Background: an optimization exercise with open tools, aiming at small area, a short achievable clock period and few clock cycles per item. Do not read the settings as production practice. At most, simulation tests tie the RTL to the original design; equivalence was not proved. For run 7, only the layout was checked, not whether the RTL still works. Power figures rest on the tool's default switching activity, not on a simulated workload.

[flow/run.sh]
#!/bin/bash
# The standard layout (the standard.sh, standard synthesis included), with
# plain buf_2 cells as the input and output port buffers instead of the
# clock-delay buffers that buffer_ports picks on its own.
set -euo pipefail
cd "$(dirname "${BASH_SOURCE[0]}")/.."
export BUFFER_PORTS_ARGS="-buffer_cell sky130_fd_sc_hd__buf_2"
bash standard.sh > standard_flow.log 2>&1
[standard.sh]
#!/bin/bash
# synth_recipe.tcl (not shown) runs the flow's synth.tcl, then flattens the netlist and writes it again
# the make line also repeats each setting of config.mk as NAME=value (left out here)
make -C /OpenROAD-flow-scripts/flow DESIGN_CONFIG=/design/flow/config.mk WORK_HOME=/design/flow/orfs CLKGATE_MAP_FILE= SYNTH_SCRIPT=/design/flow/synth_recipe.tcl "${@:-finish}"
[config.mk]
export PLATFORM = sky130hd
export DESIGN_NAME = bls_alu
export DESIGN_NICKNAME = bls_alu
export VERILOG_FILES = /design/flow/design.v
export SDC_FILE = /design/flow/constraint.sdc
export NUM_CORES = 4
export LEC_CHECK = 0
export CAP_MARGIN = 20
export CORE_MARGIN = 2
export CORE_UTILIZATION = 40
export CTS_BUF_LIST = sky130_fd_sc_hd__clkbuf_4 sky130_fd_sc_hd__clkbuf_8
export SETUP_SLACK_MARGIN = 3.0
export SLEW_MARGIN = 20
[constraint.sdc]
create_clock -name core_clock -period 10.0 [get_ports {clk}]
set_input_delay 2.0000 -clock core_clock [delete_from_list [all_inputs] [get_ports {clk}]]
set_output_delay 2.0000 -clock core_clock [all_outputs]
set_load 0.01 [all_outputs]
[design.v]
module bls_alu #(
    parameter integer N = 32
) (
    input  wire           clk,
    input  wire           rst,       
    input  wire           start,     
    input  wire [2*N+6:0] iw,        
    output wire           ready,
    output reg            done,
    output reg  [N-1:0]   res,
    output wire [4:0]     flags,     
    output reg  [1:0]     evt,       
    output wire [7:0]     fault,     
    output wire [7:0]     finfo
);
    localparam [3:0] OP_ADD = 4'd0, OP_SUB = 4'd1, OP_MUL = 4'd2, OP_DIV = 4'd3,
                     OP_AND = 4'd4, OP_OR  = 4'd5, OP_XOR = 4'd6, OP_NOT = 4'd7,
                     OP_SHL = 4'd8, OP_SHR = 4'd9, OP_ROL = 4'd10, OP_ROR = 4'd11;
    localparam integer W = N + 4;    
    wire         vop = iw[2*N+6];
    wire         va  = iw[2*N+5];
    wire         vb  = iw[2*N+4];
    wire [3:0]   op  = iw[2*N+3:2*N];
    wire [N-1:0] fa  = iw[2*N-1:N];
    wire [N-1:0] fb  = iw[N-1:0];
    reg          busy;       
    reg          mode_mul;   
    reg  [3:0]   cnt;
    reg  [N-1:0] acc;        
    reg  [N-1:0] opr;        
    reg          dq;         
    reg          c_r, v_r, vsel, zen;
    reg  [1:0]   f_r;
    reg  [3:0]   fi_r;
    assign ready = ~busy;
    assign fault = {6'd0, f_r};
    assign finfo = {4'd0, fi_r};
    assign flags = {^res, res[N-1], v_r | (vsel & |acc), c_r, zen & ~|res};
    wire go     = start & ~busy;
    wire bad1   = ~vop | ~va;
    wire bad2   = (op < OP_NOT) & ~vb;
    wire b_zero = ~|fb;
    wire op_mul = (op == OP_MUL);
    wire op_div = (op == OP_DIV);
    wire op_sub = (op == OP_SUB);
    wire op_sb  = op_sub | op_div;       
    wire [N-1:0] m_a  = busy ? opr : fa;
    wire [3:0]   m_b  = busy ? res[3:0] : fb[3:0];
    wire [W-1:0] m_p0 = {4'd0, m_b[0] ? m_a : {N{1'b0}}};
    wire [W-1:0] m_p1 = {3'd0, m_b[1] ? m_a : {N{1'b0}}, 1'b0};
    wire [W-1:0] m_p2 = {2'd0, m_b[2] ? m_a : {N{1'b0}}, 2'b0};
    wire [W-1:0] m_p3 = {1'd0, m_b[3] ? m_a : {N{1'b0}}, 3'b0};
    wire [W-1:0] m_p4 = {4'd0, busy ? acc : {N{1'b0}}};
    wire [W-1:0] cs1_s = m_p0 ^ m_p1 ^ m_p4;
    wire [W-1:0] cs1_c = {(m_p0[W-2:0] & m_p1[W-2:0]) | (m_p0[W-2:0] & m_p4[W-2:0]) | (m_p1[W-2:0] & m_p4[W-2:0]), 1'b0};
    wire [W-1:0] cs2_s = cs1_s ^ cs1_c ^ m_p2;
    wire [W-1:0] cs2_c = {(cs1_s[W-2:0] & cs1_c[W-2:0]) | (cs1_s[W-2:0] & m_p2[W-2:0]) | (cs1_c[W-2:0] & m_p2[W-2:0]), 1'b0};
    wire [W-1:0] cs3_s = cs2_s ^ cs2_c ^ m_p3;
    wire [W-1:0] cs3_c = {(cs2_s[W-2:0] & cs2_c[W-2:0]) | (cs2_s[W-2:0] & m_p3[W-2:0]) | (cs2_c[W-2:0] & m_p3[W-2:0]), 1'b0};
    wire [N-1:0] d_x1 = {acc[N-2:0], res[N-1]};
    wire [N-1:0] d_d1;
    wire         d_co1;
    bls_alu_add #(.N(N), .L(5)) u_sub (.x(d_x1), .y(dq ? ~opr : opr), .ci(dq), .s(d_d1), .co(d_co1), .c());
    wire         d_q1 = ~d_d1[N-1];
    wire [N-1:0] d_x2 = {d_d1[N-2:0], res[N-2]};
    wire         s_div = busy & ~mode_mul;
    wire         s_csa = busy ? mode_mul : op_mul;
    wire [W-1:0] ad_x = s_div ? {4'd0, d_x2}
                              : (s_csa ? cs3_s : {4'd0, fa});
    wire [W-1:0] ad_y = s_div ? {4'd0, opr ^ {N{d_q1}}}
                              : (s_csa ? cs3_c : {4'd0, op_sb ? ~fb : fb});
    wire         inv  = s_div ? d_q1 : (~busy & op_sb & ~op_mul);
    wire [W-1:0] ad;
    wire         ad_co;
    wire [W:0]   ad_c;
    bls_alu_add #(.N(W), .L(6)) u_add (.x(ad_x), .y(ad_y), .ci(inv), .s(ad), .co(ad_co), .c(ad_c));
    wire         d_q2 = ~ad[N-1];
    wire [N-1:0] d_a2 = ad[N-1:0];
    wire [N-1:0] st_hi = mode_mul ? ad[W-1:4] : d_a2;
    wire [N-1:0] st_lo = mode_mul ? {ad[3:0], res[N-1:4]} : {res[N-3:0], d_q1, d_q2};
    wire [N:0]   as_full = {ad_c[N], ad[N-1:0]};    
    wire s_as  = (op[3:1] == 3'd0);                  
    wire s_and = (op == OP_AND), s_or = (op == OP_OR), s_xor = (op == OP_XOR);
    wire s_not = (op == OP_NOT);
    wire s_shl = (op == OP_SHL) | (op == OP_ROL);
    wire s_shr = (op == OP_SHR) | (op == OP_ROR);
    wire [N-1:0] sh_l = {fa[N-2:0], (op == OP_ROL) & fa[N-1]};
    wire [N-1:0] sh_r = {(op == OP_ROR) & fa[0], fa[N-1:1]};
    wire [N-1:0] e_res = ({N{s_as}}         & as_full[N-1:0])
                       | ({N{s_and | s_or}} & (fa & fb))
                       | ({N{s_or | s_xor}} & (fa ^ fb))
                       | ({N{s_not}}        & ~fa)
                       | ({N{s_shl}}        & sh_l)
                       | ({N{s_shr}}        & sh_r);
    wire e_c = ((op == OP_ADD) & as_full[N])
             | (op_sub & (~as_full[N] | b_zero))
             | (s_shl & fa[N-1])
             | (s_shr & fa[0]);
    wire e_v = op_sub & (fa[N-1] ^ fb[N-1]) & ~(as_full[N-1] ^ fb[N-1]);
    wire [1:0] e_evt = {op_div & b_zero, op[3] & op[2]};
    wire a_zero = ~|fa;
    wire d_exact = ~fb[N-1] | ~|fb[N-2:0];
    wire d_skip  = d_exact & ((|fb[N-1:26]) | ~|fa[N-1:6]);
    wire [N-1:0] d_acc0 = d_skip ? {6'd0, fa[N-1:6]} : {N{1'b0}};
    wire [N-1:0] d_res0 = d_skip ? {fa[5:0], 26'd0} : fa;
    wire [3:0]   d_cnt0 = d_skip ? 4'd13 : 4'd0;
    wire d_a_lt_b = ~as_full[N];
    wire iter_start = (op_mul & ~a_zero & ~b_zero) | (op_div & ~b_zero & ~(d_exact & d_a_lt_b));
    wire last = mode_mul ? (cnt == 4'd7) : (cnt == 4'd15);
    always @(posedge clk) begin
        if (rst) begin
            busy  <= 1'b0;
            done  <= 1'b0;
            res   <= {N{1'b0}};
            c_r   <= 1'b0;
            v_r   <= 1'b0;
            vsel  <= 1'b0;
            zen   <= 1'b0;
            evt   <= 2'd0;
            f_r   <= 2'd0;
            fi_r  <= 4'd0;
        end else begin
            done <= 1'b0;
            if (go) begin
                if (bad1) begin
                    f_r  <= 2'd1;
                    fi_r <= {2'd0, ~va, ~vop};
                    done <= 1'b1;
                end else if (bad2) begin
                    f_r  <= 2'd2;
                    fi_r <= op;
                    done <= 1'b1;
                end else begin
                    acc      <= op_mul ? ad[W-1:4] : d_acc0;
                    opr      <= op_mul ? fa : fb;
                    mode_mul <= op_mul;
                    cnt      <= op_mul ? 4'd1 : d_cnt0;
                    dq       <= 1'b1;
                    c_r  <= e_c;
                    v_r  <= e_v;
                    vsel <= 1'b0;
                    zen  <= 1'b1;
                    evt  <= e_evt;
                    f_r  <= 2'd0;
                    fi_r <= 4'd0;
                    res  <= iter_start ? (op_mul ? {ad[3:0], fb[N-1:4]} : d_res0) : e_res;
                    busy <= iter_start;
                    done <= ~iter_start;
                end
            end else if (busy) begin
                acc <= st_hi;
                res <= st_lo;
                dq  <= d_q2;
                cnt <= cnt + 1'b1;
                if (last) begin
                    busy <= 1'b0;
                    done <= 1'b1;
                    c_r  <= 1'b0;
                    v_r  <= 1'b0;
                    vsel <= mode_mul;
                    zen  <= 1'b1;
                    evt  <= 2'd0;
                    f_r  <= 2'd0;
                    fi_r <= 4'd0;
                end
            end
        end
    end
endmodule
module bls_alu_add #(
    parameter integer N = 32,
    parameter integer L = 5       
) (
    input  wire [N-1:0] x,
    input  wire [N-1:0] y,
    input  wire         ci,
    output wire [N-1:0] s,
    output wire         co,
    output wire [N:0]   c         
);
    wire [N-1:0] p = x ^ y;
    wire [N-1:0] g = x & y;
    wire [N-1:0] gl [0:L];
    wire [N-1:0] pl [0:L];
    assign gl[0] = {g[N-1:1], g[0] | (p[0] & ci)};
    assign pl[0] = p;
    genvar l, i;
    generate
        for (l = 0; l < L; l = l + 1) begin : lv
            for (i = 0; i < N; i = i + 1) begin : bt
                if ((i >> l) & 1) begin : cmb
                    localparam integer J = ((i >> l) << l) - 1;
                    assign gl[l+1][i] = gl[l][i] | (pl[l][i] & gl[l][J]);
                    assign pl[l+1][i] = pl[l][i] & pl[l][J];
                end else begin : pas
                    assign gl[l+1][i] = gl[l][i];
                    assign pl[l+1][i] = pl[l][i];
                end
            end
        end
    endgenerate
    assign c  = {gl[L], ci};
    assign s  = p ^ c[N-1:0];
    assign co = c[N];
endmodule
==> flow_summary.toml, run 1 <==
[timing]
finalSetupViolCount = 0
final_worst_path_setup_slack_ps = 3030
fmaxAchievable_ghz = 0.144
slew_viol_final = 8
final_hold_violations = 0
max_slew.worst_pin.slew_ps = 1530
worst_slew_margin_rel = -0.0269
rsz0062_at_grt = "true"
finalCriticalPeriod_ps = 6970
setup-tns-final_ps = 0
period_share = 0.697
finClkSkew_ps = 21.2

[worst_setup_path]
critical_path_required_ps = 10370
cpMostUsedCell = "sky130_fd_sc_hd__fa_1"
cp-start-kind = "input port"
crit_path_max_incr_delay_ps = 540
worst_r2r_endpoint = "res[31]"
end_kind = "register"
rrSetupSlack_ps = 3270
slowest_stage = "sky130_fd_sc_hd__fa_1"
critPathMaxFanout = 16
critical_path.cell_chain = "buf_4 -> mux2i_4 -> buf_6 -> clkbuf_16 -> nor2_1 -> fa_1 -> fa_1 -> fa_1 -> a221o_1 -> ha_1 -> and3_1 -> o211a_4 -> a21oi_4 -> o221ai_4 -> a311o_2 -> o21ai_4 -> nor3_4 -> clkbuf_16 -> a21oi_1 -> a221oi_1"
regToRegStartpoint = "dq"
rr_worst_depth = 26
arrival_time_at_the_worst_endpoint_ps = 7340
setup.worst_path.class = "in2reg"

[floorplanning]
std_cell_rows = 74
die_area_um2 = 42800
design.core.area_um2 = 40700
fp.dieW_um = 207
initial_core_util = 0.404
fp.dieH_um = 207
design.portCount = 131

[clock_network]
clkLatencyLatePin_ps = 490
htree_num_levels = 4
cts_tree = "done"
cts-root-to-sink-buffers = 2
clkSinkCount = 116
clk_pin_slew_ps = 80
cts_inserted_buffers = 17
holdBufCountCts = 0
clock_tree.root_cell = "sky130_fd_sc_hd__clkbuf_8"

[yosys]
postSynthAreaPerCell_um2 = 8.06
yosysSeqAreaShare = 0.183
synth_enable_flop_cells = 70
netlist_area_um2 = 16500
dominantRegCellSynth = "sky130_fd_sc_hd__edfxtp_1"
ys_seq_elements = 116
synth_area_leader_cell = "sky130_fd_sc_hd__edfxtp_1"
synth_async_sr_flop_share = 0
synthCells = 2043
yosys.cell_count.top_type = "sky130_fd_sc_hd__nand2_1"
netlist_top_cells_area = "sky130_fd_sc_hd__edfxtp_1 (13%), sky130_fd_sc_hd__fa_1 (13%), sky130_fd_sc_hd__ha_1 (8.7%)"
synthDistinctLibCells = 78
synth-warning-count = 3
synth.top_cells.by_count = "sky130_fd_sc_hd__nand2_1 (283), sky130_fd_sc_hd__nor2_1 (198), sky130_fd_sc_hd__o21ai_0 (147), sky130_fd_sc_hd__clkbuf_1 (137), sky130_fd_sc_hd__a21oi_1 (117)"
synth_largest_type_area_fraction = 0.128

[power]
comb_power_share = 0.509
pwr_density_cell_nw_per_um2 = 116
netSwitchingFraction = 0.439
clock_power_share = 0.233
cellLeakagePower_nw = 7.74
netSwitchingPower_mw = 0.953
seq_power_share = 0.258
worst_ir_drop_vdd_mv = 0.116
p_int_mw = 1.22

[global_route]
largest_net_degree_at_the_start_of_global_routing = 58
number_of_antenna_violations_at_the_first_check_in_global_routing = 0
via_count_of_the_first_global_routing_pass = 16702
grt_pass1_wl_mm = 102
grt_overflow = 0
groute.usage.overall = 0.316

[route]
count_of_antenna_violating_nets_left_after_detailed_routing = 0
vias_per_cell = 6.45
detailedRoute.firstPassIterationCount = 7
drt_iter0_markers = 1942
dr_total_vias = 17058
wl_mm = 69.7
wire_per_inst_um = 26.4
route.detailed.drc = 0

[min_path]
hold_path_end = "fi_r[1]"
hp-start = "fi_r[1]"
worstHoldPathCells = 2
hold_path.class = "reg2reg"

[finish]
final_design_area_no_fill_um2 = 18800
layoutNonFillerInstCount = 2644
final_nets = 2392
areaGrowthSynthToFinish_pct = 13.9
drive_gt1_frac = 0.163
nFillCells = 4086
final_core_utilization = 0.461
diodes = 0

[placement]
post-dp-hpwl_mm = 48.2
finalWeightedCongestion = 0.947
placement.io_buffers = 120
placedInstanceArea_um2 = 17500
pre_cts_ws_ps = 1710
placedCellCount = 2564

[status]
check.faults = "max-capacitance violations, max-slew violations"
result_of_the_run = "complete, but fails checks"

[flow_run]
max_cap_viol_count = 1
==> worst max-delay path, delay by kind of cell <==
family	cells	cell delay (ps)
adders and majority gates	4	1870
AOI/OAI and AO/OA	8	1650
buffers and inverters	4	820
and+or+nand+nor	3	820
muxes	1	160
==> cell usage in the layout (no fill, tap or decap), types with 11 or more instances in the layout <==
cell type	instances
sky130_fd_sc_hd__and2_1	32
sky130_fd_sc_hd__buf_2	116
sky130_fd_sc_hd__dfxtp_1	45
sky130_fd_sc_hd__nand2b_1	12
sky130_fd_sc_hd__a221oi_1	28
sky130_fd_sc_hd__nand4_1	11
sky130_fd_sc_hd__nand2_1	282
sky130_fd_sc_hd__nand3_1	16
sky130_fd_sc_hd__o211ai_1	38
sky130_fd_sc_hd__nor3_1	18
sky130_fd_sc_hd__a211oi_1	12
sky130_fd_sc_hd__nor4_1	24
sky130_fd_sc_hd__a21oi_1	110
sky130_fd_sc_hd__inv_1	62
sky130_fd_sc_hd__nor2b_1	13
sky130_fd_sc_hd__a21o_1	12
sky130_fd_sc_hd__o21ai_0	140
sky130_fd_sc_hd__a221o_1	29
sky130_fd_sc_hd__ha_1	109
sky130_fd_sc_hd__edfxtp_1	70
sky130_fd_sc_hd__o22ai_1	22
sky130_fd_sc_hd__clkbuf_8	17
sky130_fd_sc_hd__o221ai_1	17
sky130_fd_sc_hd__mux2i_1	60
sky130_fd_sc_hd__buf_4	65
sky130_fd_sc_hd__a222oi_1	12
sky130_fd_sc_hd__fa_1	99
sky130_fd_sc_hd__xor2_1	84
sky130_fd_sc_hd__a22oi_1	27
sky130_fd_sc_hd__xnor2_1	101
sky130_fd_sc_hd__nor2_1	191
==> layout make-up <==
class / instances / area (um^2) / share of cell area
multi-input combinational: 1699 / 13000 / 0.694
tap: 532 / 666 / 0.0355
inverter: 65 / 244 / 0.0130
timing repair buffer: 200 / 1390 / 0.0742
clock inverter: 14 / 176 / 0.00940
sequential: 116 / 3030 / 0.161
clock buffer: 18 / 241 / 0.0129
==> worst max-delay path by stage <==
stage | to | start | cells after the start | slack, ps
final | res[10] | iw[1] | 20 | 3030
after global placement | res[4] | iw[0] | 19 | 1820
after CTS | res[15] | iw[0] | 19 | 3000
after detailed placement | res[8] | iw[0] | 19 | 1710
after global routing | acc[28] | iw[0] | 21 | 2940
after floorplan | acc[28] | iw[1] | 17 | 3150
==> logic make-up after synthesis <==
| family | count (synthesis) | share of synthesized area |
|---|---|---|
| buffers and inverters | 241 | 0.0590 |
| XOR/XNOR | 193 | 0.103 |
| AO/OA/AOI/OAI | 537 | 0.217 |
| flip-flops | 116 | 0.183 |
| AND/OR/NAND/NOR | 659 | 0.177 |
| other | 1 | 0.000228 |
| adder cells (fa/ha/maj) | 219 | 0.214 |
| multiplexers | 77 | 0.0470 |
==> flip-flops by register name (all words and copies together), names as in the netlist <==
name / count
acc: 32
busy: 1
c_r: 1
cnt: 4
done: 1
dq: 1
evt: 2
f_r: 2
fi_r: 4
mode_mul: 1
opr: 32
res: 32
v_r: 1
vsel: 1
zen: 1
==> metrics by stage <==
stage | total power [mW] | hold WS [ps]
2_1_floorplan | 1.21 | 436
3_3_place_gp | 1.52 | 471
3_5_place_dp | 1.53 | 482
4_1_cts | 2.05 | 500
5_1_grt | 2.26 | 520
6_report | 2.17 | 496
==> layer usage <==
| metal | part of all wire | vias up | global-route usage |
|---|---|---|---|
| met5 | 0 | - | 0 |
| met4 | 0.057 | 0 | 0.149 |
| met3 | 0.10 | 257 | 0.0516 |
| met2 | 0.44 | 1127 | 0.502 |
| met1 | 0.40 | 8318 | 0.420 |
| li1 | - | 7356 | - |
==> power groups by stage <==
| stage | sequential, mW | combinational, mW | clock (mW) |
|---|---|---|---|
| after global placement | 0.570 | 0.954 | 0 |
| final | 0.560 | 1.11 | 0.504 |
| after floorplan | 0.561 | 0.649 | 0 |
| after detailed placement | 0.570 | 0.965 | 0 |
| after CTS | 0.558 | 0.987 | 0.504 |
| after global routing | 0.560 | 1.18 | 0.521 |
==> what timing repair did <==
action | 4_1_cts | 5_1_grt
cloned | 1 | 10
setup buffers | 7 | 30
gates resized for setup | 13 | 78
pin swaps | 1 | 44
setup endpoints to repair | 60 | 49
Testbench counts, summed over its fixed seeds: cycles 3,785, instrs 1,600.
==> inputs of run 2 (changes only) <==
--- a/config.mk
+++ b/config.mk
@@ -6,8 +6,9 @@
 export NUM_CORES = 4
 export LEC_CHECK = 0
+export ABC_AREA = 1
 export CAP_MARGIN = 20
 export CORE_MARGIN = 2
 export CORE_UTILIZATION = 40
-export CTS_BUF_LIST = sky130_fd_sc_hd__clkbuf_4 sky130_fd_sc_hd__clkbuf_8
+export PLACE_DENSITY = 0.85
 export SETUP_SLACK_MARGIN = 3.0
 export SLEW_MARGIN = 20
==> flow_summary.toml, run 2 <==
[status]
result_of_the_run = "finished clean"

[clock_network]
cts_tree = "done"
holdBufCountCts = 0
clk_pin_slew_ps = 70
cts-root-to-sink-buffers = 2
htree_num_levels = 4
cts_inserted_buffers = 17
clock_tree.root_cell = "sky130_fd_sc_hd__clkbuf_16"
clkLatencyLatePin_ps = 460
clkSinkCount = 116

[timing]
max_slew.worst_pin.slew_ps = 1020
slew_viol_final = 0
finClkSkew_ps = 15.7
period_share = 0.678
setup-tns-final_ps = 0
finalSetupViolCount = 0
worst_slew_margin_rel = 0.322
fmaxAchievable_ghz = 0.147
rsz0062_at_grt = "false"
finalCriticalPeriod_ps = 6780
final_hold_violations = 0

[finish]
final_core_utilization = 0.439
final_nets = 2877
registers_with_the_most_flip_flops = "acc x32, opr x32, res x32"
drive_gt1_frac = 0.0947
final_design_area_no_fill_um2 = 18800
most_common_library_cell_in_the_layout_ignoring_fill_and_taps = "sky130_fd_sc_hd__nand2_1"
areaGrowthSynthToFinish_pct = 8.70
layout_common_cells = "sky130_fd_sc_hd__nand2_1 (564), sky130_fd_sc_hd__inv_1 (324), sky130_fd_sc_hd__nor2_1 (266)"

[floorplanning]
std_cell_rows = 76
design.core.area_um2 = 42800
fp.dieW_um = 212
design.portCount = 131
initial_core_util = 0.403
fp.dieH_um = 212
die_area_um2 = 44800

[worst_setup_path]
timing.critical_path.to = "res[17]"
crit_path_max_incr_delay_ps = 740
cpMostUsedCell = "sky130_fd_sc_hd__nand2_1"
critPathMaxFanout = 45
arrival_time_at_the_worst_endpoint_ps = 7190
rr_worst_depth = 26
cpLargestDelayFamily = "simple AND/OR/NAND/NOR gates"
cp-start-kind = "input port"
crit_buf_inv = 6
worst_r2r_endpoint = "res[11]"
worstSetupStartpoint = "iw[65]"
slowest_stage = "sky130_fd_sc_hd__inv_2"
critical_path_required_ps = 10410
critical_path_depth = 27
end_kind = "register"
setup.worst_path.class = "in2reg"
regToRegStartpoint = "busy"
rrSetupSlack_ps = 3480

[yosys]
netlist_area_um2 = 17300
synth_enable_flop_cells = 70
synth_largest_type_area_fraction = 0.123
yosys.cell_count.top_type = "sky130_fd_sc_hd__nand2_1"
postSynthAreaPerCell_um2 = 6.77
synth.top_cells.by_count = "sky130_fd_sc_hd__nand2_1 (565), sky130_fd_sc_hd__inv_1 (325), sky130_fd_sc_hd__nor2_1 (273), sky130_fd_sc_hd__nand3_1 (194), sky130_fd_sc_hd__o21ai_0 (185)"
synth-warning-count = 3
synthCells = 2550
dominantRegCellSynth = "sky130_fd_sc_hd__edfxtp_1"
synth_area_leader_cell = "sky130_fd_sc_hd__nand2_1"
netlist_top_cells_area = "sky130_fd_sc_hd__nand2_1 (12%), sky130_fd_sc_hd__edfxtp_1 (12%), sky130_fd_sc_hd__fa_1 (12%)"
yosysSeqAreaShare = 0.175
synthDistinctLibCells = 60
ys_seq_elements = 116
synth_async_sr_flop_share = 0

[route]
vias_per_cell = 6.09
detailedRoute.firstPassIterationCount = 9
dr_total_vias = 19142
drt_iter0_markers = 2699
route.detailed.drc = 0
wire_per_inst_um = 21.2
wl_mm = 66.8
count_of_antenna_violating_nets_left_after_detailed_routing = 0

[placement]
placedInstanceArea_um2 = 18200
post-dp-hpwl_mm = 49.2
finalWeightedCongestion = 1.04
placement.io_buffers = 120

[power]
cellLeakagePower_nw = 8.96
pwr_density_cell_nw_per_um2 = 124
worst_ir_drop_vdd_mv = 0.145

[global_route]
grt.met3_usage = 0.0831
global_route_track_usage_on_met1 = 0.372
number_of_antenna_violations_at_the_first_check_in_global_routing = 2
gr-max-usage-layer = "met2"
largest_net_degree_at_the_start_of_global_routing = 61
grt_use_met2 = 0.440
grt_pass1_wl_mm = 101
groute.usage.overall = 0.295
via_count_of_the_first_global_routing_pass = 17643
grt_overflow = 0

[flow_run]
max_cap_viol_count = 0

[min_path]
hold_path.class = "reg2reg"
worstHoldPathCells = 2
## run 2: repair_timing
| action | in CTS | in global routing |
|---|---|---|
| gates resized for setup | 0 | 11 |
| buffers inserted | 0 | 1 |
| endpoints found under the setup margin | 0 | 40 |
## run 2: logic make-up (layout without fill, tap and decap cells)
kind of cell	Yosys count	count (layout)	synth area share
adder cells (fa/ha/maj)	219	219	0.204
buffers and inverters	477	515	0.113
other	1	11	0.000217
AO/OA/AOI/OAI	509	509	0.179
AND/OR/NAND/NOR	1126	1126	0.275
multiplexers	3	3	0.00174
XOR/XNOR	99	99	0.0507
flip-flops	116	116	0.175
## run 2: how the worst min path moves through the flow
| stage | startpoint | endpoint |
|---|---|---|
| floorplan | vsel | vsel |
| detailed placement | fi_r[3] | fi_r[3] |
| global route | fi_r[3] | fi_r[3] |
| finish | fi_r[3] | fi_r[3] |
| global placement | fi_r[3] | fi_r[3] |
| CTS | fi_r[3] | fi_r[3] |
## run 2: power breakdown
group | switching, mW | total (mW) | internal (mW)
clock network | 0.254 | 0.606 | 0.352
registers | 0.0361 | 0.580 | 0.544
logic | 0.749 | 1.14 | 0.387
## run 2: worst min-delay path: cells and delay by family, from the launching register on
kind | cells | cell delay (ps)
simple gates | 2 | 90
flops | 1 | 310
## run 2: metrics by stage
step                std cells  hold WS [ps]  worst slack [ps]  power, mW
floorplan                2559           437              3470       1.34
global placement         3110           427              2790       1.65
detailed placement       3110           441              2750       1.67
CTS                      3142           452              3120       2.27
global route             3143           464              3010       2.44
finish                   3144           447              3220       2.32
## run 2: layer usage
layer  share of wire  up-vias  routed length, um
met4           0.081        0               5400
met3            0.15      435               9810
met2            0.41     1580              27400
li1                -     8496                  -
met5               0        -                  0
met1            0.36     8631              24200
## run 2: final cells by class
type | count | area, um^2
Sequential cell | 116 | 3030
Clock buffer | 22 | 497
Tap cell | 546 | 683
Timing Repair Buffer | 148 | 818
Fill cell | 4326 | 24000
Inverter | 335 | 1260
Clock inverter | 10 | 68.8
Multi-Input combinational cell | 1966 | 12400
Antenna cell | 1 | 2.50
==> inputs of run 3 (changes only) <==
--- a/config.mk
+++ b/config.mk
@@ -10,5 +10,5 @@
 export CORE_MARGIN = 2
 export CORE_UTILIZATION = 40
-export PLACE_DENSITY = 0.85
-export SETUP_SLACK_MARGIN = 3.0
+export PLACE_DENSITY = 0.75
+export SETUP_SLACK_MARGIN = 3.5
 export SLEW_MARGIN = 20
==> flow_summary.toml, run 3 <==
[status]
result_of_the_run = "finished clean"

[floorplanning]
design.core.area_um2 = 42800
fp.dieW_um = 212
fp.dieH_um = 212
std_cell_rows = 76
design.portCount = 131
initial_core_util = 0.403
die_area_um2 = 44800

[timing]
final_hold_violations = 0
rsz0062_at_grt = "true"
fmaxAchievable_ghz = 0.156
period_share = 0.642
slew_viol_final = 0
finalSetupViolCount = 0
finalCriticalPeriod_ps = 6420
max_slew.worst_pin.slew_ps = 1070
finClkSkew_ps = 16.9
setup-tns-final_ps = 0
worst_slew_margin_rel = 0.282

[route]
drt_iter0_markers = 2561
dr_total_vias = 18998
detailedRoute.firstPassIterationCount = 8
wire_per_inst_um = 21.8
wl_mm = 69.0
count_of_antenna_violating_nets_left_after_detailed_routing = 0
route.detailed.drc = 0
vias_per_cell = 6.01

[power]
netSwitchingFraction = 0.454
cellLeakagePower_nw = 9.09
p_int_mw = 1.31
worst_ir_drop_vdd_mv = 0.142
seq_power_share = 0.241
pwr_density_cell_nw_per_um2 = 125
netSwitchingPower_mw = 1.09
p_total_mw = 2.41
clock_power_share = 0.256
comb_power_share = 0.503

[finish]
diodes = 0
most_common_library_cell_in_the_layout_ignoring_fill_and_taps = "sky130_fd_sc_hd__nand2_1"
registers_with_the_most_flip_flops = "acc x32, opr x32, res x32"
layout_common_cells = "sky130_fd_sc_hd__nand2_1 (549), sky130_fd_sc_hd__inv_1 (318), sky130_fd_sc_hd__nor2_1 (259)"
drive_gt1_frac = 0.122
final_nets = 2893
areaGrowthSynthToFinish_pct = 11.8

[global_route]
via_count_of_the_first_global_routing_pass = 17530
grt_pass1_wl_mm = 102
largest_net_degree_at_the_start_of_global_routing = 61
groute.usage.overall = 0.299
grt_overflow = 0
number_of_antenna_violations_at_the_first_check_in_global_routing = 1

[yosys]
synth_largest_type_area_fraction = 0.123
ys_seq_elements = 116
synthCells = 2550
synthSimpleGateAreaFrac = 0.275
synth.top_cells.by_count = "sky130_fd_sc_hd__nand2_1 (565), sky130_fd_sc_hd__inv_1 (325), sky130_fd_sc_hd__nor2_1 (273), sky130_fd_sc_hd__nand3_1 (194), sky130_fd_sc_hd__o21ai_0 (185)"
dominantRegCellSynth = "sky130_fd_sc_hd__edfxtp_1"
synth_async_sr_flop_share = 0
main_combinational_cell_family_by_area_after_synthesis = "simple AND/OR/NAND/NOR gates"
synth_area_leader_cell = "sky130_fd_sc_hd__nand2_1"
synth_compound_area_frac = 0.179
synthDistinctLibCells = 60
post_synth_xor_area_fraction = 0.0507
synth_enable_flop_cells = 70
yosysSeqAreaShare = 0.175
postSynthAreaPerCell_um2 = 6.77
synth_fa_ha_area_frac = 0.204
post_synth_mux_area_share = 0.00174
yosys.cell_count.top_type = "sky130_fd_sc_hd__nand2_1"
netlist_top_cells_area = "sky130_fd_sc_hd__nand2_1 (12%), sky130_fd_sc_hd__edfxtp_1 (12%), sky130_fd_sc_hd__fa_1 (12%)"
netlist_area_um2 = 17300
synth-warning-count = 3

[worst_setup_path]
critPathMaxFanout = 12
slowest_stage = "sky130_fd_sc_hd__fa_2"
critical_path_required_ps = 10170
setup.worst_path.class = "in2reg"
end_kind = "register"
cpMostUsedCell = "sky130_fd_sc_hd__fa_1"
critical_path.cell_chain = "buf_6 -> o21ai_4 -> buf_12 -> clkbuf_16 -> buf_4 -> nor2_1 -> fa_1 -> fa_1 -> fa_1 -> a2bb2oi_1 -> o21ai_0 -> inv_1 -> ha_1 -> nand2_1 -> nor2_1 -> nand2_1 -> nor2_2 -> nand2_4 -> nand2_2 -> inv_2 -> fa_2 -> o22ai_1"
arrival_time_at_the_worst_endpoint_ps = 6600
crit_path_max_incr_delay_ps = 580
cp-start-kind = "input port"

[clock_network]
clock_tree.root_cell = "sky130_fd_sc_hd__clkbuf_16"
cts_inserted_buffers = 17
clkSinkCount = 116
cts-root-to-sink-buffers = 2
cts_tree = "done"
clkLatencyLatePin_ps = 470
htree_num_levels = 4
clk_pin_slew_ps = 70

[min_path]
hold_path.class = "reg2reg"

[flow_run]
max_cap_viol_count = 0

[placement]
post-dp-hpwl_mm = 49.7
placement.io_buffers = 120
finalWeightedCongestion = 1.03
==> run 3: cell counts after synthesis <==
No cell type changed its count.
==> run 3: layer usage <==
layer / track usage / wire length (um)
met2: 0.452 / 29200
met4: 0.170 / 4560
met5: 0 / 13
met3: 0.0826 / 9340
met1: 0.383 / 25900
==> run 3: path summary, 6_finish.rpt <==
| check | startpoint | to | slack, ps | cells past startpoint |
|---|---|---|---|---|
| setup / recovery | iw[1] | acc[28] | 3580 | 22 |
| hold / removal | fi_r[3] | fi_r[3] | 440 | 2 |
| setup reg to reg | busy | acc[28] | 3720 | 23 |
| hold reg to reg | fi_r[3] | fi_r[3] | 440 | 2 |
==> run 3: critical path: cells and delay by family <==
family	cells	cell delay, ps
buffers and inverters	6	740
AO/OA/AOI/OAI	4	610
adder cells (fa/ha/maj)	5	2400
AND/OR/NAND/NOR	7	840
==> run 3: final cells by class <==
cell class / count / area, um^2
Fill cell: 4314 / 23500
Multi-Input combinational cell: 1968 / 12700
Sequential cell: 116 / 3030
Inverter: 335 / 1270
Timing Repair Buffer: 162 / 1040
Tap cell: 546 / 683
Clock buffer: 17 / 425
Clock inverter: 15 / 134
==> run 3: timing repair <==
item	in CTS	in global routing
setup buffers	3	13
resized for setup	17	83
pin swaps	1	29
cloned	0	4
setup endpoints to repair	44	55
hold buffers	0	0
==> run 3: cells by family (layout without fill, tap and decap cells) <==
family / count (synthesis) / count (layout)
and+or+nand+nor: 1126 / 1128
xor gates and xnor gates: 99 / 99
other: 1 / 10
muxes: 3 / 3
AOI/OAI and AO/OA: 509 / 509
buffers and inverters: 477 / 529
DFF: 116 / 116
adders and majority gates: 219 / 219
==> run 3: per-stage QoR <==
stage / instance area [um^2] / setup WS (ps) / hold WS, ps / utilization / instances
after global placement: 18100 / 2610 / 428 / 0.424 / 3107
after detailed placement: 18100 / 2530 / 429 / 0.424 / 3107
after floorplan: 17300 / 3520 / 437 / - / 2559
after CTS: 18800 / 3520 / 440 / 0.439 / 3142
after global routing: 19300 / 3430 / 461 / 0.451 / 3159
final: 19300 / 3580 / 439 / 0.451 / 3159
==> run 3: power by group through the flow <==
stage | Sequential (mW) | Combinational (mW) | Clock [mW]
after floorplan | 0.579 | 0.765 | 0
after global placement | 0.590 | 1.08 | 0
after detailed placement | 0.588 | 1.09 | 0
after CTS | 0.577 | 1.11 | 0.609
after global routing | 0.580 | 1.31 | 0.627
final | 0.579 | 1.21 | 0.617
==> inputs of run 4 (changes only) <==
--- a/config.mk
+++ b/config.mk
@@ -11,4 +11,4 @@
 export CORE_UTILIZATION = 40
 export PLACE_DENSITY = 0.75
-export SETUP_SLACK_MARGIN = 3.5
+export SETUP_SLACK_MARGIN = 2.5
 export SLEW_MARGIN = 20
==> flow_summary.toml, run 4 <==
[route]
detailedRoute.firstPassIterationCount = 6
wire_per_inst_um = 21.0
drt_iter0_markers = 2256
count_of_antenna_violating_nets_left_after_detailed_routing = 0
vias_per_cell = 5.92
wl_mm = 65.9
dr_total_vias = 18613
route.detailed.drc = 0

[power]
worst_ir_drop_vdd_mv = 0.175
pwr_density_cell_nw_per_um2 = 123
p_int_mw = 1.27
netSwitchingPower_mw = 1.03
clock_power_share = 0.264
cellLeakagePower_nw = 8.95
seq_power_share = 0.251
netSwitchingFraction = 0.448
comb_power_share = 0.485

[yosys]
synth_area_leader_cell = "sky130_fd_sc_hd__nand2_1"
yosys.cell_count.top_type = "sky130_fd_sc_hd__nand2_1"
synthCells = 2550
netlist_top_cells_area = "sky130_fd_sc_hd__nand2_1 (12%), sky130_fd_sc_hd__edfxtp_1 (12%), sky130_fd_sc_hd__fa_1 (12%)"
netlist_area_um2 = 17300
dominantRegCellSynth = "sky130_fd_sc_hd__edfxtp_1"
synth_async_sr_flop_share = 0
postSynthAreaPerCell_um2 = 6.77
synth_enable_flop_cells = 70
synth-warning-count = 3
ys_seq_elements = 116
synthDistinctLibCells = 60
yosysSeqAreaShare = 0.175
synth_largest_type_area_fraction = 0.123
synth.top_cells.by_count = "sky130_fd_sc_hd__nand2_1 (565), sky130_fd_sc_hd__inv_1 (325), sky130_fd_sc_hd__nor2_1 (273), sky130_fd_sc_hd__nand3_1 (194), sky130_fd_sc_hd__o21ai_0 (185)"

[timing]
fmaxAchievable_ghz = 0.141
finalCriticalPeriod_ps = 7110
worst_slew_margin_rel = 0.292
rsz0062_at_grt = "false"
final_hold_violations = 0
max_slew.worst_pin.slew_ps = 1060
setup-tns-final_ps = 0
slew_viol_final = 0
finalSetupViolCount = 0
finClkSkew_ps = 18.4
period_share = 0.711
final.hold.worst_slack_ps = 439

[worst_setup_path]
arrival_time_at_the_worst_endpoint_ps = 7510
cp-start-kind = "input port"
end_kind = "register"
critPathMaxFanout = 34
rr_worst_depth = 28
setup.worst_path.class = "in2reg"
regToRegStartpoint = "busy"
worstSetupStartpoint = "iw[1]"
critical_path_required_ps = 10400

[floorplanning]
fp.dieH_um = 212
std_cell_rows = 76
design.core.area_um2 = 42800
design.portCount = 131
fp.dieW_um = 212
initial_core_util = 0.403
die_area_um2 = 44800

[placement]
post-dp-hpwl_mm = 48.7
finalWeightedCongestion = 1.03
placement.io_buffers = 120

[finish]
registers_with_the_most_flip_flops = "acc x32, opr x32, res x32"
final_core_utilization = 0.438
layout_common_cells = "sky130_fd_sc_hd__nand2_1 (564), sky130_fd_sc_hd__inv_1 (325), sky130_fd_sc_hd__nor2_1 (265)"
diodes = 0
most_common_library_cell_in_the_layout_ignoring_fill_and_taps = "sky130_fd_sc_hd__nand2_1"
final_nets = 2877
drive_gt1_frac = 0.0940
areaGrowthSynthToFinish_pct = 8.52

[clock_network]
htree_num_levels = 4
cts_inserted_buffers = 17
cts_tree = "done"
clkSinkCount = 116
clock_tree.root_cell = "sky130_fd_sc_hd__clkbuf_16"
cts-root-to-sink-buffers = 2
clk_pin_slew_ps = 60
clkLatencyLatePin_ps = 460

[global_route]
groute.usage.overall = 0.295
number_of_antenna_violations_at_the_first_check_in_global_routing = 1
grt_pass1_wl_mm = 101
grt_overflow = 0
via_count_of_the_first_global_routing_pass = 17452
largest_net_degree_at_the_start_of_global_routing = 70

[min_path]
hold_path.class = "reg2reg"
worstHoldPathCells = 2
hp-start = "fi_r[3]"

[status]
result_of_the_run = "finished clean"

[flow_run]
max_cap_viol_count = 0
==> run 4: changes by cell type in the layout (fill, tap and decap cells not counted), moves of 7 or more <==
cell and delta:
sky130_fd_sc_hd__nand2_1 +15, sky130_fd_sc_hd__o21ai_0 +14, sky130_fd_sc_hd__ha_1 +7, sky130_fd_sc_hd__o21ai_1 -11, sky130_fd_sc_hd__nand2_2 -11, sky130_fd_sc_hd__inv_1 +7
sky130_fd_sc_hd__ha_4 -7, sky130_fd_sc_hd__clkinvlp_4 -7
==> run 4: path summary, 6_finish.rpt <==
check	end	slack [ps]
worst min-delay path	fi_r[3]	440
worst min register to register	fi_r[3]	440
worst max register to register	res[10]	3180
worst max-delay path	res[10]	2890
==> run 4: logic make-up (layout without fill, tap and decap cells) <==
family | count (synthesis) | after routing | share of synthesized area
simple gates | 1126 | 1126 | 0.275
mux | 3 | 3 | 0.00174
flops | 116 | 116 | 0.175
fa+ha+maj | 219 | 219 | 0.204
buf+inv | 477 | 515 | 0.113
other cells | 1 | 10 | 0.000217
xor+xnor | 99 | 99 | 0.0507
compound gates | 509 | 509 | 0.179
==> run 4: worst max-delay path: stages <==
cell	delay [ps]
sky130_fd_sc_hd__buf_2	150
sky130_fd_sc_hd__o21ai_4	560
sky130_fd_sc_hd__buf_4	360
sky130_fd_sc_hd__nor2_1	100
sky130_fd_sc_hd__fa_1	540
sky130_fd_sc_hd__fa_1	450
sky130_fd_sc_hd__fa_1	500
sky130_fd_sc_hd__nor2_1	50
sky130_fd_sc_hd__a311oi_1	230
sky130_fd_sc_hd__ha_1	320
sky130_fd_sc_hd__nand2_1	120
sky130_fd_sc_hd__inv_1	50
sky130_fd_sc_hd__nand2_1	70
sky130_fd_sc_hd__nand2_2	90
sky130_fd_sc_hd__nand2_1	70
sky130_fd_sc_hd__nand2_1	250
sky130_fd_sc_hd__a21oi_2	230
sky130_fd_sc_hd__nand3_1	110
sky130_fd_sc_hd__nand2_2	320
sky130_fd_sc_hd__nand2_4	340
sky130_fd_sc_hd__nor2_4	290
sky130_fd_sc_hd__nand2_1	90
sky130_fd_sc_hd__nand3_1	90
sky130_fd_sc_hd__nand2_1	50
sky130_fd_sc_hd__inv_1	40
==> run 4: per-layer routing <==
layer / vias to the layer above / global-route usage / part of all wire
met5: - / 0 / 0.00017
met4: 2 / 0.178 / 0.065
met3: 291 / 0.0711 / 0.13
met2: 1340 / 0.441 / 0.42
met1: 8480 / 0.385 / 0.39
li1: 8500 / - / -
==> run 4: power groups by stage <==
stage	registers [mW]	clock network, mW	logic (mW)
finish	0.579	0.608	1.12
floorplan	0.579	0	0.765
global placement	0.590	0	1.07
global route	0.581	0.626	1.23
detailed placement	0.589	0	1.08
CTS	0.579	0.607	1.09
==> run 4: area by class of cell <==
type | count | area (um^2)
repair buffers | 148 | 811
flip-flops and latches | 116 | 3030
clock buffers | 18 | 429
multi-input cells | 1966 | 12400
clock inverters | 14 | 126
fillers | 4422 | 24100
well taps | 546 | 683
inverters | 335 | 1260
==> run 4: stage by stage <==
stage,power (mW),std cells,worst slack [ps],instance area [um^2]
finish,2.30,3143,2890,18700
global route,2.44,3143,2520,18700
CTS,2.27,3141,2750,18700
detailed placement,1.66,3109,2310,18200
global placement,1.66,3109,2380,18200
floorplan,1.34,2559,3470,17300
==> run 4: what timing repair did <==
action	in CTS	in global routing
setup endpoints to repair	0	34
endpoints found under the hold margin	0	0
buffers inserted	0	2
resized for setup	0	3
hold buffers	0	0
==> inputs of run 5 (changes only) <==
--- a/config.mk
+++ b/config.mk
@@ -11,4 +11,4 @@
 export CORE_UTILIZATION = 40
 export PLACE_DENSITY = 0.75
-export SETUP_SLACK_MARGIN = 2.5
+export SETUP_SLACK_MARGIN = 4.0
 export SLEW_MARGIN = 20
==> flow_summary.toml, run 5 <==
[worst_setup_path]
critical_path_required_ps = 10140
crit_path_max_incr_delay_ps = 550
worst_r2r_endpoint = "acc[28]"
cpLargestDelayFamily = "adder cells"
critPathMaxFanout = 5
setup.worst_path.class = "in2reg"
cp-start-kind = "input port"
slowest_stage = "sky130_fd_sc_hd__fa_2"
rrSetupSlack_ps = 3690
crit_buf_inv = 10
end_kind = "register"
arrival_time_at_the_worst_endpoint_ps = 6500
critical_path_depth = 25
regToRegStartpoint = "busy"
rr_worst_depth = 25

[finish]
final_nets = 2969
most_common_library_cell_in_the_layout_ignoring_fill_and_taps = "sky130_fd_sc_hd__nand2_1"
areaGrowthSynthToFinish_pct = 22.6
layout_common_cells = "sky130_fd_sc_hd__nand2_1 (511), sky130_fd_sc_hd__inv_1 (308), sky130_fd_sc_hd__nor2_1 (242)"
nFillCells = 4115
drive_gt1_frac = 0.211
registers_with_the_most_flip_flops = "acc x32, opr x32, res x32"

[status]
result_of_the_run = "finished clean"

[floorplanning]
fp.dieH_um = 212
fp.dieW_um = 212
initial_core_util = 0.403
std_cell_rows = 76
design.portCount = 131
die_area_um2 = 44800
design.core.area_um2 = 42800

[yosys]
synth.top_cells.by_count = "sky130_fd_sc_hd__nand2_1 (565), sky130_fd_sc_hd__inv_1 (325), sky130_fd_sc_hd__nor2_1 (273), sky130_fd_sc_hd__nand3_1 (194), sky130_fd_sc_hd__o21ai_0 (185)"
synth_largest_type_area_fraction = 0.123
synth_enable_flop_cells = 70
netlist_top_cells_area = "sky130_fd_sc_hd__nand2_1 (12%), sky130_fd_sc_hd__edfxtp_1 (12%), sky130_fd_sc_hd__fa_1 (12%)"
synthDistinctLibCells = 60
ys_seq_elements = 116
synth_async_sr_flop_share = 0
postSynthAreaPerCell_um2 = 6.77
netlist_area_um2 = 17300
synth_area_leader_cell = "sky130_fd_sc_hd__nand2_1"
yosys.cell_count.top_type = "sky130_fd_sc_hd__nand2_1"
synthCells = 2550
dominantRegCellSynth = "sky130_fd_sc_hd__edfxtp_1"
synth-warning-count = 3
yosysSeqAreaShare = 0.175

[route]
wire_per_inst_um = 22.9
route.detailed.drc = 0
vias_per_cell = 6.17
drt_iter0_markers = 2805
count_of_antenna_violating_nets_left_after_detailed_routing = 0
dr_total_vias = 19964
wl_mm = 73.9
detailedRoute.firstPassIterationCount = 8

[flow_run]
max_cap_viol_count = 0

[timing]
finalCriticalPeriod_ps = 6360
setup-tns-final_ps = 0
final_hold_violations = 0
max_slew.worst_pin.slew_ps = 1280
worst_slew_margin_rel = 0.142
slew_viol_final = 0
period_share = 0.636
rsz0062_at_grt = "true"
fmaxAchievable_ghz = 0.157
finalSetupViolCount = 0
finClkSkew_ps = 19.5

[clock_network]
clkSinkCount = 116
clk_pin_slew_ps = 60
cts-root-to-sink-buffers = 2
cts_inserted_buffers = 17
clock_tree.root_cell = "sky130_fd_sc_hd__clkbuf_16"
clkLatencyLatePin_ps = 450
cts_tree = "done"
htree_num_levels = 4

[power]
p_total_mw = 2.74
pwr_density_cell_nw_per_um2 = 129
cellLeakagePower_nw = 9.76
worst_ir_drop_vdd_mv = 0.137

[placement]
post-dp-hpwl_mm = 50.4
placement.io_buffers = 120
finalWeightedCongestion = 1.02

[global_route]
grt_overflow = 0
number_of_antenna_violations_at_the_first_check_in_global_routing = 0
groute.usage.overall = 0.318
largest_net_degree_at_the_start_of_global_routing = 62
grt_pass1_wl_mm = 109
via_count_of_the_first_global_routing_pass = 18466

[min_path]
hold_path_end = "fi_r[3]"
hp-start = "fi_r[3]"
hold_path.class = "reg2reg"
worstHoldPathCells = 2
-- run 5: cell counts after synthesis --
No cell type changed its count.
-- run 5: timing repair --
item,4_1_cts,5_1_grt
hold buffers,0,0
hold endpoints to repair,0,0
endpoints found under the setup margin,69,61
gates resized for setup,148,207
buffers inserted,36,46
gates cloned,9,3
pin swaps,59,78
-- run 5: worst register-to-register path: stages (launching register included) --
cell and delay, ps:
sky130_fd_sc_hd__dfxtp_4 840, sky130_fd_sc_hd__buf_4 650, sky130_fd_sc_hd__o21ai_4 160, sky130_fd_sc_hd__buf_6 150, sky130_fd_sc_hd__buf_12 130, sky130_fd_sc_hd__buf_16 140
sky130_fd_sc_hd__buf_12 130, sky130_fd_sc_hd__nor2_1 140, sky130_fd_sc_hd__fa_1 450, sky130_fd_sc_hd__fa_1 510, sky130_fd_sc_hd__fa_1 450, sky130_fd_sc_hd__a22oi_1 210
sky130_fd_sc_hd__o21ai_1 110, sky130_fd_sc_hd__ha_1 370, sky130_fd_sc_hd__nand2_2 80, sky130_fd_sc_hd__inv_1 180, sky130_fd_sc_hd__nand2_4 110, sky130_fd_sc_hd__inv_1 110
sky130_fd_sc_hd__nand2_2 90, sky130_fd_sc_hd__inv_2 80, sky130_fd_sc_hd__a21oi_4 60, sky130_fd_sc_hd__buf_6 120, sky130_fd_sc_hd__nand2_4 60, sky130_fd_sc_hd__inv_2 50
sky130_fd_sc_hd__fa_2 550, sky130_fd_sc_hd__o22ai_1 80
-- run 5: how the worst max path moves through the flow --
stage | from | slack [ps] | to
floorplan | iw[1] | 3820 | res[16]
global placement | iw[65] | 2600 | res[12]
detailed placement | iw[65] | 2450 | res[13]
CTS | iw[0] | 3860 | res[16]
global route | iw[1] | 3570 | acc[28]
finish | iw[1] | 3640 | acc[28]
-- run 5: final cells by class --
type | instances | area [um^2] | share of cell area
repair buffers | 235 | 1860 | 0.0876
clock buffers | 17 | 425 | 0.0201
well taps | 546 | 683 | 0.0323
diodes | 1 | 2.50 | 0.000118
inverters | 335 | 1290 | 0.0612
flip-flops and latches | 116 | 3030 | 0.143
multi-input cells | 1971 | 13700 | 0.645
clock inverters | 15 | 224 | 0.0106
-- run 5: per-layer routing --
metal | wire (um) | vias up | track usage
met5 | 0 | - | 0
met4 | 5910 | 0 | 0.203
met3 | 10800 | 429 | 0.0875
met2 | 30500 | 1642 | 0.468
met1 | 26700 | 9196 | 0.411
li1 | - | 8697 | -
-- run 5: cells by family after synthesis --
kind of cell,Yosys count,synth area share
other,1,0.000217
DFF,116,0.175
adders and majority gates,219,0.204
AOI/OAI and AO/OA,509,0.179
buffers and inverters,477,0.113
and+or+nand+nor,1126,0.275
muxes,3,0.00174
xor gates and xnor gates,99,0.0507
-- run 5: per-stage QoR --
| step | instance area [um^2] | cells | worst slack (ps) | hold slack, ps | util |
|---|---|---|---|---|---|
| 2_1_floorplan | 17400 | 2559 | 3820 | 437 | - |
| 3_3_place_gp | 18200 | 3109 | 2600 | 426 | 0.425 |
| 3_5_place_dp | 18200 | 3109 | 2450 | 435 | 0.425 |
| 4_1_cts | 19900 | 3186 | 3860 | 446 | 0.466 |
| 5_1_grt | 21200 | 3235 | 3570 | 459 | 0.495 |
| 6_report | 21200 | 3236 | 3640 | 443 | 0.495 |
-- run 5: report_power, final --
group,switching (mW),internal [mW],leakage [nW],total (mW)
logic,0.892,0.553,8.41,1.44
clock network,0.268,0.445,0.324,0.713
registers,0.0375,0.544,1.03,0.581
total,1.20,1.54,9.76,2.74
==> inputs of run 6 (changes only) <==
--- a/config.mk
+++ b/config.mk
@@ -6,9 +6,7 @@
 export NUM_CORES = 4
 export LEC_CHECK = 0
-export ABC_AREA = 1
 export CAP_MARGIN = 20
 export CORE_MARGIN = 2
 export CORE_UTILIZATION = 40
-export PLACE_DENSITY = 0.75
-export SETUP_SLACK_MARGIN = 4.0
+export SETUP_SLACK_MARGIN = 3.0
 export SLEW_MARGIN = 20
==> flow_summary.toml, run 6 <==
[yosys]
synthDistinctLibCells = 78
synth.top_cells.by_count = "sky130_fd_sc_hd__nand2_1 (283), sky130_fd_sc_hd__nor2_1 (198), sky130_fd_sc_hd__o21ai_0 (147), sky130_fd_sc_hd__clkbuf_1 (137), sky130_fd_sc_hd__a21oi_1 (117)"
yosysSeqAreaShare = 0.183
synthCells = 2043
ys_seq_elements = 116
netlist_top_cells_area = "sky130_fd_sc_hd__edfxtp_1 (13%), sky130_fd_sc_hd__fa_1 (13%), sky130_fd_sc_hd__ha_1 (8.7%)"
dominantRegCellSynth = "sky130_fd_sc_hd__edfxtp_1"
yosys.cell_count.top_type = "sky130_fd_sc_hd__nand2_1"
netlist_area_um2 = 16500
synthSimpleGateAreaFrac = 0.177
postSynthAreaPerCell_um2 = 8.06
synth_largest_type_area_fraction = 0.128
synth_compound_area_frac = 0.217
synth_async_sr_flop_share = 0
main_combinational_cell_family_by_area_after_synthesis = "compound AO/OA/AOI/OAI gates"
synth_area_leader_cell = "sky130_fd_sc_hd__edfxtp_1"
synth_fa_ha_area_frac = 0.214
synth_enable_flop_cells = 70
post_synth_mux_area_share = 0.0470
post_synth_xor_area_fraction = 0.103
synth-warning-count = 3

[clock_network]
clkSinkCount = 116
clkLatencyLatePin_ps = 450
cts-root-to-sink-buffers = 2
cts_inserted_buffers = 17
cts_tree = "done"
clock_tree.root_cell = "sky130_fd_sc_hd__clkbuf_16"
clk_pin_slew_ps = 60
holdBufCountCts = 0
htree_num_levels = 4

[route]
count_of_antenna_violating_nets_left_after_detailed_routing = 0
vias_per_cell = 6.39
wl_mm = 69.9
route.detailed.drc = 0
detailedRoute.firstPassIterationCount = 7
wire_per_inst_um = 26.4
dr_total_vias = 16902
drt_iter0_markers = 2099

[min_path]
hp-start = "fi_r[1]"
worstHoldPathCells = 2
hold_path_end = "fi_r[1]"
hold_path.class = "reg2reg"

[worst_setup_path]
arrival_time_at_the_worst_endpoint_ps = 7100
cp-start-kind = "input port"
worst_r2r_endpoint = "acc[30]"
setup.worst_path.class = "in2reg"
regToRegStartpoint = "dq"
rrSetupSlack_ps = 3300
end_kind = "register"
critical_path_required_ps = 10180
critPathMaxFanout = 16
rr_worst_depth = 27

[floorplanning]
die_area_um2 = 42800
std_cell_rows = 74
fp.dieH_um = 207
design.core.area_um2 = 40700
fp.dieW_um = 207
design.portCount = 131
initial_core_util = 0.404

[global_route]
number_of_antenna_violations_at_the_first_check_in_global_routing = 0
via_count_of_the_first_global_routing_pass = 16730
grt_pass1_wl_mm = 103
largest_net_degree_at_the_start_of_global_routing = 58
groute.usage.overall = 0.317
grt_overflow = 0

[placement]
finalWeightedCongestion = 0.947
post-dp-hpwl_mm = 48.2
placement.io_buffers = 120

[finish]
drive_gt1_frac = 0.164
registers_with_the_most_flip_flops = "acc x32, opr x32, res x32"
nFillCells = 4035
layout_common_cells = "sky130_fd_sc_hd__nand2_1 (283), sky130_fd_sc_hd__nor2_1 (191), sky130_fd_sc_hd__o21ai_0 (139)"
final_nets = 2394
multi_input_area_um2 = 13000
area.sequential_um2 = 3030
areaGrowthSynthToFinish_pct = 15.3
most_common_library_cell_in_the_layout_ignoring_fill_and_taps = "sky130_fd_sc_hd__nand2_1"

[timing]
period_share = 0.691
final_hold_violations = 0
slew_viol_final = 0
max_slew.worst_pin.slew_ps = 1300
setup-tns-final_ps = 0
rsz0062_at_grt = "true"
fmaxAchievable_ghz = 0.145
finClkSkew_ps = 15.9
finalCriticalPeriod_ps = 6910
finalSetupViolCount = 0
worst_slew_margin_rel = 0.123
final.hold.worst_slack_ps = 491

[power]
pwr_density_cell_nw_per_um2 = 123
netSwitchingFraction = 0.420
comb_power_share = 0.480
cellLeakagePower_nw = 7.86
p_int_mw = 1.35
p_total_mw = 2.33
netSwitchingPower_mw = 0.979
clock_power_share = 0.280
seq_power_share = 0.241
worst_ir_drop_vdd_mv = 0.109

[status]
result_of_the_run = "finished clean"

[flow_run]
max_cap_viol_count = 0
[run 6: changes by cell type after synthesis, moves of 62 or more]
cell / before / now
sky130_fd_sc_hd__inv_1: 325 / 64
sky130_fd_sc_hd__nor2_1: 273 / 198
sky130_fd_sc_hd__nand2_1: 565 / 283
sky130_fd_sc_hd__nand3_1: 194 / 16
sky130_fd_sc_hd__mux2i_1: 3 / 74
sky130_fd_sc_hd__xnor2_1: 39 / 105
sky130_fd_sc_hd__clkbuf_1: 75 / 137
[run 6: through the flow]
step | cell area [um^2] | cells | setup slack, ps | utilization
3_5_place_dp | 17500 | 2564 | 1710 | 0.429
3_3_place_gp | 17500 | 2564 | 1820 | 0.429
5_1_grt | 19000 | 2646 | 2920 | 0.466
4_1_cts | 18200 | 2605 | 3000 | 0.448
2_1_floorplan | 16500 | 2052 | 3150 | -
6_report | 19000 | 2647 | 3090 | 0.466
[run 6: area by class of cell]
type | count | share of cell area
multi-input combinational | 1698 | 0.687
sequential | 116 | 0.159
timing repair buffer | 203 | 0.0745
tap | 532 | 0.0351
clock buffer | 20 | 0.0254
inverter | 65 | 0.0128
clock inverter | 12 | 0.00613
antenna | 1 | 0.000132
[run 6: repair_timing]
action | in CTS | in global routing
gates cloned | 1 | 7
pin swaps | 2 | 43
buffers inserted | 8 | 34
gates resized for setup | 16 | 81
endpoints found under the setup margin | 60 | 50
endpoints found under the hold margin | 0 | 0
[run 6: kinds of logic (layout without fill, tap and decap cells)]
kind of cell | count (synthesis) | in the layout
XOR/XNOR | 193 | 193
other | 1 | 11
multiplexers | 77 | 77
AND/OR/NAND/NOR | 659 | 660
buffers and inverters | 241 | 300
adder cells (fa/ha/maj) | 219 | 219
AO/OA/AOI/OAI | 537 | 539
flip-flops | 116 | 116
[run 6: how the worst max path moves through the flow]
stage	start	end	slack, ps	cells past startpoint
6_report	iw[1]	acc[30]	3090	21
5_1_grt	iw[65]	res[9]	2920	23
4_1_cts	iw[0]	res[4]	3000	21
3_5_place_dp	iw[0]	res[8]	1710	19
3_3_place_gp	iw[0]	res[4]	1820	19
2_1_floorplan	iw[1]	acc[28]	3150	17
[run 6: critical path: stages]
cell	delay, ps
sky130_fd_sc_hd__buf_6	120
sky130_fd_sc_hd__mux2i_4	160
sky130_fd_sc_hd__buf_12	160
sky130_fd_sc_hd__clkbuf_16	200
sky130_fd_sc_hd__nor2_1	80
sky130_fd_sc_hd__fa_1	480
sky130_fd_sc_hd__fa_1	520
sky130_fd_sc_hd__fa_1	420
sky130_fd_sc_hd__o221a_2	240
sky130_fd_sc_hd__ha_1	390
sky130_fd_sc_hd__and2_4	190
sky130_fd_sc_hd__nor3b_2	160
sky130_fd_sc_hd__a221oi_2	300
sky130_fd_sc_hd__o221ai_4	190
sky130_fd_sc_hd__a311o_2	490
sky130_fd_sc_hd__buf_6	140
sky130_fd_sc_hd__buf_4	120
sky130_fd_sc_hd__a31o_2	230
sky130_fd_sc_hd__a21o_1	180
sky130_fd_sc_hd__xnor2_1	210
sky130_fd_sc_hd__o21ai_1	90
[run 6: layer usage]
layer / global-route usage / wire, um / up-vias
li1: - / - / 7371
met5: 0 / 0 / -
met2: 0.504 / 31200 / 1064
met3: 0.0575 / 7210 / 261
met1: 0.417 / 27700 / 8206
met4: 0.151 / 3800 / 0
[run 6: power by group through the flow]
| stage | combinational (mW) | clock, mW | sequential [mW] |
|---|---|---|---|
| after floorplan | 0.649 | 0 | 0.561 |
| after global placement | 0.954 | 0 | 0.570 |
| after detailed placement | 0.965 | 0 | 0.570 |
| after CTS | 0.995 | 0.650 | 0.559 |
| after global routing | 1.20 | 0.670 | 0.561 |
| final | 1.12 | 0.652 | 0.560 |
==> inputs of run 7 (changes only) <==
--- a/design.v
+++ b/design.v
@@ -65,10 +65,7 @@
     wire [N-1:0] d_x2 = {d_d1[N-2:0], res[N-2]};
     wire         s_div = busy & ~mode_mul;
-    wire         s_csa = busy ? mode_mul : op_mul;
-    wire [W-1:0] ad_x = s_div ? {4'd0, d_x2}
-                              : (s_csa ? cs3_s : {4'd0, fa});
-    wire [W-1:0] ad_y = s_div ? {4'd0, opr ^ {N{d_q1}}}
-                              : (s_csa ? cs3_c : {4'd0, op_sb ? ~fb : fb});
-    wire         inv  = s_div ? d_q1 : (~busy & op_sb & ~op_mul);
+    wire [W-1:0] ad_x = s_div ? {4'd0, d_x2} : cs3_s;
+    wire [W-1:0] ad_y = s_div ? {4'd0, opr ^ {N{d_q1}}} : cs3_c;
+    wire         inv  = s_div & d_q1;
     wire [W-1:0] ad;
     wire         ad_co;
@@ -79,5 +76,9 @@
     wire [N-1:0] st_hi = mode_mul ? ad[W-1:4] : d_a2;
     wire [N-1:0] st_lo = mode_mul ? {ad[3:0], res[N-1:4]} : {res[N-3:0], d_q1, d_q2};
-    wire [N:0]   as_full = {ad_c[N], ad[N-1:0]};    
+    wire [N-1:0] as_s;
+    wire         as_co;
+    wire [N:0]   as_c;
+    bls_alu_add #(.N(N), .L(5)) u_as (.x(fa), .y(op_sb ? ~fb : fb), .ci(op_sb), .s(as_s), .co(as_co), .c(as_c));
+    wire [N:0]   as_full = {as_co, as_s};
     wire s_as  = (op[3:1] == 3'd0);                  
     wire s_and = (op == OP_AND), s_or = (op == OP_OR), s_xor = (op == OP_XOR);
--- a/config.mk
+++ b/config.mk
@@ -6,7 +6,9 @@
 export NUM_CORES = 4
 export LEC_CHECK = 0
+export ABC_AREA = 1
 export CAP_MARGIN = 20
 export CORE_MARGIN = 2
 export CORE_UTILIZATION = 40
+export PLACE_DENSITY = 0.75
 export SETUP_SLACK_MARGIN = 3.0
 export SLEW_MARGIN = 20
==> flow_summary.toml, run 7 <==
[status]
result_of_the_run = "finished clean"

[yosys]
synth_fa_ha_area_frac = 0.222
synth_compound_area_frac = 0.146
postSynthAreaPerCell_um2 = 6.66
netlist_top_cells_area = "sky130_fd_sc_hd__nand2_1 (15%), sky130_fd_sc_hd__fa_1 (12%), sky130_fd_sc_hd__edfxtp_1 (12%)"
post_synth_mux_area_share = 0
synth-warning-count = 3
synth_area_leader_cell = "sky130_fd_sc_hd__nand2_1"
dominantRegCellSynth = "sky130_fd_sc_hd__edfxtp_1"
synth.top_cells.by_count = "sky130_fd_sc_hd__nand2_1 (697), sky130_fd_sc_hd__inv_1 (358), sky130_fd_sc_hd__nor2_1 (255), sky130_fd_sc_hd__nand3_1 (215), sky130_fd_sc_hd__o21ai_0 (172)"
synthCells = 2707
synthDistinctLibCells = 55
synth_enable_flop_cells = 70
synthSimpleGateAreaFrac = 0.298
netlist_area_um2 = 18000

[finish]
multi_input_area_um2 = 13100
most_common_library_cell_in_the_layout_ignoring_fill_and_taps = "sky130_fd_sc_hd__nand2_1"
nFillCells = 4613
final_core_utilization = 0.443
area.sequential_um2 = 3030
layout_common_cells = "sky130_fd_sc_hd__nand2_1 (695), sky130_fd_sc_hd__inv_1 (358), sky130_fd_sc_hd__nor2_1 (250)"
registers_with_the_most_flip_flops = "acc x32, opr x32, res x32"

[timing]
finClkSkew_ps = 14.8
setup-tns-final_ps = 0
fmaxAchievable_ghz = 0.151
finalCriticalPeriod_ps = 6620
worst_slew_margin_rel = 0.198
final_hold_violations = 0
slew_viol_final = 0
max_slew.worst_pin.slew_ps = 1200
period_share = 0.662

[route]
count_of_antenna_violating_nets_left_after_detailed_routing = 0
drt_iter0_markers = 2462
met3_wirelength_mm = 7.64
topRoutingLayerUsed = "met4"
met1_routed_length_mm = 25.3
detailedRoute.firstPassIterationCount = 6
met2_wire_length_mm = 29.4
wire_per_inst_um = 19.9

[global_route]
number_of_antenna_violations_at_the_first_check_in_global_routing = 0
groute.usage.overall = 0.284
grt_overflow = 0
largest_net_degree_at_the_start_of_global_routing = 87

[floorplanning]
fp.dieW_um = 216
initial_core_util = 0.407
design.portCount = 131
design.core.area_um2 = 44300
die_area_um2 = 46800
fp.dieH_um = 216

[worst_setup_path]
rrSetupSlack_ps = 3500
end_kind = "register"
arrival_time_at_the_worst_endpoint_ps = 6810
cp-start-kind = "input port"
critPathMaxFanout = 32

[placement]
placedCellCount = 3319
finalWeightedCongestion = 1.03
post-dp-hpwl_mm = 49.9
placement.io_buffers = 120
placedInstanceArea_um2 = 19000

[power]
cellLeakagePower_nw = 9.80
pwr_density_cell_nw_per_um2 = 138

[clock_network]
clkSinkCount = 116
post_cts.resized_instances = 0
cts_inserted_buffers = 17
holdBufCountCts = 0
clkLatencyLatePin_ps = 450
post_cts.repair.setup_buffers = 0
clock_tree.root_cell = "sky130_fd_sc_hd__clkbuf_16"
clk_pin_slew_ps = 60
cts_tree = "done"

[flow_run]
max_cap_viol_count = 0
## run 7: changes by cell type after synthesis, sizes merged, moves of 36 or more
cell,delta
clkbuf,-69
nand2,+423
nand3,+200
inv,+302
nor2,+60
o21ai,+42
mux2i,-74
o211ai,-36
xnor2,-60
## run 7: layout make-up
class                           instances  share of cell area
Inverter                              368              0.0704
Sequential cell                       116               0.154
Tap cell                              592              0.0377
Multi-Input combinational cell       2102               0.667
Timing Repair Buffer                  142              0.0398
Clock inverter                          7             0.00267
Clock buffer                           25              0.0285
## run 7: cells by family (layout without fill, tap and decap cells)
logic type | Yosys count | count (layout)
compound gates | 453 | 453
fa+ha+maj | 254 | 254
buf+inv | 498 | 542
flops | 116 | 116
xor+xnor | 112 | 112
simple gates | 1273 | 1273
other cells | 1 | 10
## run 7: critical path, stage by stage
cell                      delay (ps)
sky130_fd_sc_hd__buf_2           170
sky130_fd_sc_hd__o21ai_2         120
sky130_fd_sc_hd__buf_4           400
sky130_fd_sc_hd__nor2_1          130
sky130_fd_sc_hd__fa_1            540
sky130_fd_sc_hd__fa_1            520
sky130_fd_sc_hd__fa_1            470
sky130_fd_sc_hd__or2_2           290
sky130_fd_sc_hd__nand2_1         120
sky130_fd_sc_hd__inv_1            60
sky130_fd_sc_hd__ha_1            270
sky130_fd_sc_hd__nand2_1          50
sky130_fd_sc_hd__inv_1            60
sky130_fd_sc_hd__nand2_1          80
sky130_fd_sc_hd__nor3_1          130
sky130_fd_sc_hd__nand2_1          80
sky130_fd_sc_hd__nand2_1         230
sky130_fd_sc_hd__nand2_1         120
sky130_fd_sc_hd__nand2_1          80
sky130_fd_sc_hd__nand2_1          80
sky130_fd_sc_hd__nand2_1         110
sky130_fd_sc_hd__inv_1            60
sky130_fd_sc_hd__fa_1            370
sky130_fd_sc_hd__xor2_1          160
sky130_fd_sc_hd__o21ai_1          70
## run 7: worst paths after layout
kind         cells after the start      end    start
max reg2reg                     34  acc[29]       dq
min reg2reg                      2  fi_r[3]  fi_r[3]
max                             25  acc[29]    iw[0]
min                              2  fi_r[3]  fi_r[3]
## run 7: metal layers
layer  vias up  global-route usage
met4         0               0.171
met3       257              0.0650
li1       8927                   -
met2      1158               0.444
met5         -                   0
met1      8830               0.357
## run 7: power breakdown
part | internal [mW] | total (mW) | switching [mW] | leakage [nW]
Combinational | 0.527 | 1.48 | 0.952 | 8.47
Clock | 0.391 | 0.640 | 0.249 | 0.302
Sequential | 0.556 | 0.597 | 0.0416 | 1.03
Total | 1.47 | 2.72 | 1.24 | 9.80
## run 7: through the flow
stage	power (mW)	hold slack [ps]	setup WS [ps]
after global placement	2.03	427	2730
final	2.72	453	3380
after global routing	2.91	478	3010
after detailed placement	2.04	443	2690
after floorplan	1.66	442	3560
after CTS	2.68	450	3110

Check on run 7: ideal ports give 3.375 ns setup slack; a clkbuf_16 on the clock port and buf_2 on the inputs give 3.404 ns; moving port delays by the midpoint clock arrival (0.491 ns) as well gives 2.913 ns.
